Source: an optimization exercise on an open RTL-to-GDS flow (aim: small area, a short achievable clock period and few clock cycles per item). Production flows keep margins and buffers that such runs may drop.
Function was checked by simulation only, so behaviour that the tests miss may differ from the original.

== the reference run ==
## out_stage
module out_stage (
    input  wire        clk,
    input  wire        rst,           
    input  wire        cfg_we,
    input  wire [31:0] cfg_gain,      
    input  wire [1:0]  cfg_bits,      
    input  wire        cfg_rate_ok,   
    input  wire        sreset,
    input  wire        in_valid,
    output wire        in_ready,
    input  wire [31:0] in_data,
    output reg         out_valid,
    output reg  [31:0] out_data
);
==> flow/config.mk <==
export PLATFORM = sky130hd
export DESIGN_NAME = out_stage
export DESIGN_NICKNAME = out_stage
export VERILOG_FILES = /design/flow/design.v
export SDC_FILE = /design/flow/constraint.sdc
export NUM_CORES = 4
export LEC_CHECK = 0
export CAP_MARGIN = 20
export CORE_MARGIN = 2
export CORE_UTILIZATION = 35
export CTS_CLUSTER_DIAMETER = 100
export CTS_CLUSTER_SIZE = 20
export PLACE_DENSITY = 0.6
export SETUP_SLACK_MARGIN = 1.5
export SLEW_MARGIN = 20
export SYNTH_HIERARCHICAL = 1
export SYNTH_MINIMUM_KEEP_SIZE = 0
==> flow/constraint.sdc <==
create_clock -name core_clock -period 45.0 [get_ports {clk}]
set_input_delay 9.0000 -clock core_clock [delete_from_list [all_inputs] [get_ports {clk}]]
set_output_delay 9.0000 -clock core_clock [all_outputs]
set_load 0.01 [all_outputs]
standard.sh (not shown) runs the stock make flow with config.mk's settings and CLKGATE_MAP_FILE= SYNTH_SCRIPT=/design/flow/synth_recipe.tcl, a recipe that flattens the netlist after the stock synthesis.
==> flow/flow/run.sh <==
#!/bin/bash
# The standard layout, with the port buffers that buffer_ports inserts on
# every input and output made sky130_fd_sc_hd__buf_2 cells instead of its
# default choice (a delay buffer). Everything else is standard.sh unchanged.
set -euo pipefail
export BUFFER_PORTS_ARGS="-buffer_cell sky130_fd_sc_hd__buf_2"
bash standard.sh finish > standard_flow.log 2>&1
Testbench counts of the reference run, summed over its fixed seeds: cycles 33,024, items 32,768.
Here is what was changed in the inputs of the trial run compared with the reference run.
--- a/flow/design.v
+++ b/flow/design.v
@@ -2576,14 +2576,23 @@
     output reg  [31:0] out_data
 );
     localparam [31:0] SEED_A = 32'd12345;
     localparam [31:0] SEED_B = 32'd67890;
     reg [1:0]  obits;
     reg        rate_ok;
     reg [31:0] sa, sb;
+    function [4:0] tzc24;
+        input [23:0] x;
+        integer i;
+        begin
+            tzc24 = 5'd0;
+            for (i = 23; i >= 0; i = i - 1)
+                if (x[i]) tzc24 = i[4:0];
+        end
+    endfunction
     reg        v0;
     reg        as0;
     reg [8:0]  ae0;                 
     reg [23:0] am0;
     reg        gs;
     reg [8:0]  ge;
     reg [23:0] gm;
@@ -2610,28 +2619,29 @@
         end else if (na) begin
             ae0 <= ae0 - 9'd1;
             am0 <= {am0[22:0], 1'b0};
         end
     end
     wire        sg1 = as0 ^ gs;
     wire        zf1 = (am0 == 24'd0) | (gm == 24'd0);
+    wire [5:0]  tzs = {1'b0, tzc24(am0)} + {1'b0, tzc24(gm)};
     wire [47:0] p1;
     mul24 u_mul (.a(am0), .b(gm), .p(p1));
     wire [9:0]  ex1 = {ae0[8], ae0} + {ge[8], ge} - 10'd126;
     reg        v1, sg2, zf2, st23, st22;
     reg [25:0] pw2;
     reg [9:0]  ex2;
     always @(posedge clk) begin
         v1   <= go & ~rst;
         sg2  <= sg1;
         zf2  <= zf1;
         pw2  <= p1[47:22];
         ex2  <= ex1;
-        st23 <= |p1[22:0];        
-        st22 <= |p1[21:0];        
+        st23 <= (tzs < 6'd23);    
+        st22 <= (tzs < 6'd22);    
     end
     wire        top  = pw2[25];
     wire [23:0] mant = top ? pw2[25:2] : pw2[24:1];
     wire        gbit = top ? pw2[1] : pw2[0];
     wire        st   = top ? st23 : st22;
     wire signed [10:0] e1 = $signed({ex2[9], ex2}) - $signed({10'd0, ~top});
     wire        rnd  = gbit & (st | mant[0]);
[summary]
The cell area of the trial run and that of the reference run are within noise of each other.
Against the reference run, the trial run reports a number of signal-net buffers in the layout that is lower.
The trial run against the reference run: total met3 wirelength after detailed routing down 10%, core utilization was more or less identical, per-cell routed wire length went up about 0.3%.
The trial run vs the reference run: wire length reported by the detailed router up in the trial run
Fraction of cell area in non-clock buffers of the reference run is on par with the trial run.
Of the reference run and the trial run, the trial run shows the higher actual transition at the worst max-transition pin, with the reference run below it.
Compared with the reference run, in the trial run worst setup slack after placement climbed 0.18 ns, global-route usage barely changed.
Testbench counts of the trial run, summed over its fixed seeds: cycles 33,024, items 32,768.

## run a
Another version of the RTL of out_stage (not shown whole).
Size: ~280 flip-flops, ~110 I/O pins, roughly 0.046 mm² of cells after synthesis.
==> module out_stage, before the edit <==
module out_stage (
    input  wire        clk,
    input  wire        rst,           
    input  wire        cfg_we,
    input  wire [31:0] cfg_gain,      
    input  wire [1:0]  cfg_bits,      
    input  wire        cfg_rate_ok,   
    input  wire        sreset,
    input  wire        in_valid,
    output wire        in_ready,
    input  wire [31:0] in_data,
    output reg         out_valid,
    output reg  [31:0] out_data
);
    localparam [31:0] SEED_A = 32'd12345;
    localparam [31:0] SEED_B = 32'd67890;
    reg [31:0] og;
    reg [1:0]  obits;
    reg        rate_ok;
    reg [31:0] sa, sb;
    assign in_ready = 1'b1;
    function [4:0] lzc24;
        input [23:0] x;
        integer i;
        begin
            lzc24 = 5'd0;
            for (i = 0; i < 24; i = i + 1)
                if (x[i]) lzc24 = 5'd23 - i[4:0];
        end
    endfunction
    function [4:0] tzc24;
        input [23:0] x;
        integer i;
        begin
            tzc24 = 5'd0;
            for (i = 23; i >= 0; i = i - 1)
                if (x[i]) tzc24 = i[4:0];
        end
    endfunction
    reg        v0;
    reg [31:0] a0;
    always @(posedge clk) begin
        v0 <= in_valid & ~rst;
        a0 <= in_data;
    end
    wire        sg1 = a0[31] ^ og[31];
    wire [7:0]  ea  = a0[30:23];
    wire [7:0]  eb  = og[30:23];
    wire        ha  = |ea;
    wire        hb  = |eb;
    wire [23:0] ma  = {ha, a0[22:0]};
    wire [23:0] mb  = {hb, og[22:0]};
    wire        zf1 = (~ha & ~hb) | (ma == 24'd0) | (mb == 24'd0);
    wire [4:0]  lz  = lzc24(ma) | lzc24(mb);
    wire [5:0]  tzs = {1'b0, tzc24(ma)} + {1'b0, tzc24(mb)} + {1'b0, lz};
    wire [47:0] p1;
    mul24 u_mul (.a(ma), .b(mb), .p(p1));
    wire [47:0] pn1 = p1 << lz;
    wire [9:0]  ex1 = {2'b00, ea} + {9'd0, ~ha} + {2'b00, eb} + {9'd0, ~hb}
                    - 10'd126 - {5'd0, lz};
    reg        v1, sg2, zf2, st23, st22;
    reg [25:0] pw2;
    reg [9:0]  ex2;
    always @(posedge clk) begin
        v1   <= v0 & ~rst;
        sg2  <= sg1;
        zf2  <= zf1;
        pw2  <= pn1[47:22];
        ex2  <= ex1;
        st23 <= (tzs < 6'd23);    
        st22 <= (tzs < 6'd22);    
    end
    wire        top  = pw2[25];
    wire [23:0] mant = top ? pw2[25:2] : pw2[24:1];
    wire        gbit = top ? pw2[1] : pw2[0];
    wire        st   = top ? st23 : st22;
    wire signed [10:0] e1 = $signed({ex2[9], ex2}) - $signed({10'd0, ~top});
    wire        rnd  = gbit & (st | mant[0]);
    wire [24:0] m25  = {1'b0, mant} + {24'd0, rnd};
    wire        rovf = m25[24];
    wire [23:0] mr   = rovf ? 24'h800000 : m25[23:0];
    wire        nz   = ~zf2 & ((e1 > -11'sd23) ||
                               ((e1 == -11'sd23) && ((mant[22:0] != 23'd0) || gbit || st)));
    wire        big  = ~zf2 & ((e1 > 11'sd127) ||
                               ((e1 == 11'sd127) && ((mant[22:0] != 23'd0) || rnd)));
    wire [7:0]  ec   = big ? 8'd127 : (e1[7:0] + {7'd0, rovf});
    wire [23:0] mc   = big ? 24'h800000 : mr;
    wire [4:0]  bm1  = (obits == 2'd0) ? 5'd15 : (obits == 2'd1) ? 5'd19 : 5'd23;
    wire signed [10:0] sr = e1 - 11'sd126 + $signed({6'd0, bm1});
    wire signed [10:0] s  = big ? $signed({6'd0, bm1}) + 11'sd1 : sr + $signed({10'd0, rovf});
    wire        lowr = zf2 | (s < -11'sd23);      
    wire [25:0] dp   = {2'b00, sa[31:8]} - {2'b00, sb[31:8]} + 26'd8388608;
    wire [25:0] f2   = (dp ^ {26{sg2}}) + {1'b0, sg2, 24'd0};
    reg        v2, sg3, lowr3, lrg3, cz3;
    reg [25:0] f;
    reg [23:0] mc3;
    reg [5:0]  r3;
    reg [7:0]  ec3;
    always @(posedge clk) begin
        v2    <= v1 & ~rst;
        sg3   <= sg2;
        lowr3 <= lowr;
        lrg3  <= ~lowr & (s > 11'sd0);
        cz3   <= sg2 & nz;              
        mc3   <= mc;
        r3    <= 6'd24 - s[5:0];        
        ec3   <= ec;
        f     <= f2;
    end
    wire [47:0] wide = {mc3, 24'd0} >> r3;
    wire [23:0] lo   = lowr3 ? 24'd0 : wide[23:0];
    wire [4:0]  n    = lrg3 ? r3[4:0] : (r3[4:0] - 5'd24);    
    wire [23:0] tm   = ~(24'hFFFFFF << n);
    wire        stlo = ~lrg3 & ((mc3 & tm) != 24'd0);
    wire        cin  = lowr3 ? cz3 : (sg3 & stlo);
    wire [26:0] sum  = {3'b000, lo} + {f[25], f} + {26'd0, cin};
    wire [2:0]  t    = sum[26:24];                
    wire        tneg = t[2];
    wire        t1   = (t == 3'd1);
    wire        t2   = (t == 3'd2);
    wire [23:0] mh   = mc3 & ~tm;
    wire [24:0] oh   = {tm, 1'b1} & ~{1'b0, tm};    
    wire [25:0] add  = tneg ? {2'b11, ~tm} : t2 ? {oh, 1'b0} : t1 ? {1'b0, oh} : 26'd0;
    wire [25:0] mq   = {2'b00, mh} + add;
    wire        dup  = mq[24];
    wire        ddn  = ~mq[24] & ~mq[23];
    wire [22:0] qf   = dup ? mq[23:1] : ddn ? {mq[21:0], 1'b0} : mq[22:0];
    wire [7:0]  ecp  = ec3 + 8'd1;
    wire [7:0]  ecm  = ec3 - 8'd1;
    wire [7:0]  qe   = dup ? ecp : ddn ? ecm : ec3;
    wire        kz   = (mq[24:22] == 3'd0);
    wire [31:0] ql   = kz ? 32'd0 : {sg3, qe, qf};
    wire [4:0]  bm3  = (obits == 2'd0) ? 5'd15 : (obits == 2'd1) ? 5'd19 : 5'd23;
    wire [7:0]  es   = 8'd127 - {3'd0, bm3} + {7'd0, t2};
    wire [31:0] qs   = (t == 3'd0) ? 32'd0 : {sg3 ^ tneg, es, 23'd0};
    wire [31:0] q    = lrg3 ? ql : qs;
    wire [31:0] y    = rate_ok ? q : {q[31], 31'd0};
    always @(posedge clk) begin
        out_valid <= v2 & ~rst;
        out_data  <= y;
    end
    wire [31:0] sa_n, sb_n;
    lcg_a u_lcg_a (.x(sa), .y(sa_n));
    lcg_b u_lcg_b (.x(sb), .y(sb_n));
    always @(posedge clk) begin
        if (rst) begin
            og      <= 32'h3FFF64C1;    
            obits   <= 2'd0;            
            rate_ok <= 1'b0;            
        end else if (cfg_we) begin
            og      <= cfg_gain;
            obits   <= cfg_bits;
            rate_ok <= cfg_rate_ok;
        end
        if (rst | sreset) begin
            sa <= SEED_A;
            sb <= SEED_B;
        end else if (v0) begin
            sa <= sa_n;
            sb <= sb_n;
        end
    end
endmodule
Settings: LEC_CHECK=0, CAP_MARGIN=20, CORE_MARGIN=2, CORE_UTILIZATION=40, PLACE_DENSITY=0.6, SETUP_SLACK_MARGIN=1.5, SLEW_MARGIN=20, SYNTH_HIERARCHICAL=1, SYNTH_MINIMUM_KEEP_SIZE=0; clock period 45.0 ns.
run.sh (not shown) runs the stock make flow with config.mk's settings and CLKGATE_MAP_FILE= SYNTH_SCRIPT=/design/flow/synth_recipe.tcl, a recipe that flattens the netlist after the stock synthesis.
Stock flow here: none of the scripts above is used.
Testbench counts of run a, summed over its fixed seeds: cycles 33,024, items 32,768.
Setup changes, run a to run b
--- a/flow/design.v
+++ b/flow/design.v
@@ -2093,7 +2093,5 @@
     wire        ddn  = ~mq[24] & ~mq[23];
     wire [22:0] qf   = dup ? mq[23:1] : ddn ? {mq[21:0], 1'b0} : mq[22:0];
-    wire [7:0]  ecp  = ec3 + 8'd1;
-    wire [7:0]  ecm  = ec3 - 8'd1;
-    wire [7:0]  qe   = dup ? ecp : ddn ? ecm : ec3;
+    wire [7:0]  qe   = ec3 + {7'd0, dup} - {7'd0, ddn};
     wire        kz   = (mq[24:22] == 3'd0);
     wire [31:0] ql   = kz ? 32'd0 : {sg3, qe, qf};
Results
- Diff run a -> run b: starting density of the core now sits lower.
- Compared with run a, run b has extra setup slack.
- When the final numbers for run a and run b were put side by side, the finished layout cell area turned out to be smaller in run a.
- Total detailed-routing wirelength in run b vs run a: up 2.4%
- Measured against each other, run a and run b differ in overall fraction of global-route tracks in use, the higher figure coming from run b.
- From run a to run b the numbers moved as follows: worst setup timing slack at the placement stage now sits lower, post-route fraction of the period consumed by the critical path now sits at about the same level.
- Against run a, average detailed-routed wire length per instance in run b rose by a few percent.
- Between run a and run b, the difference in vertical die dimension is negligible.
Testbench counts of run b, summed over its fixed seeds: cycles 33,024, items 32,768.

## afterwards: timing with drivers on the ports
No port has a modelled driver above. Below, the same layouts with a new extraction and two added sets of constraints.
Step 1, drivers: a clkbuf_16 drives clk and a buf_2 each remaining input, both assumed.
Step 2 also shifts input and output timing later by t, the mid clock arrival at the registers, as if the neighbouring blocks saw the same clock.
Three values: no drivers, after step 1, after step 2; two values: the first two.
run | shift t [ns] | setup WS [ns] | worst hold slack (ns) | clock arrival spread, ns
the reference run | 0.613 | 34.815 / 34.755 / 34.423 | 0.434 / 0.434 / 0.434 | 0.026 / 0.027
the trial run | 0.617 | 34.889 / 34.843 / 34.323 | 0.427 / 0.427 / 0.427 | 0.040 / 0.039
run a | 0.664 | 34.538 / 34.471 / 34.473 | 0.438 / 0.438 / 0.438 | 0.032 / 0.032
run b | 0.655 | 34.564 / 34.498 / 34.394 | 0.441 / 0.441 / 0.441 | 0.045 / 0.045
After both steps every run listed still meets setup and hold. The setup slack of the trial run, which loses most, moves by -0.046 ns with the drivers and by -0.566 ns with both steps.
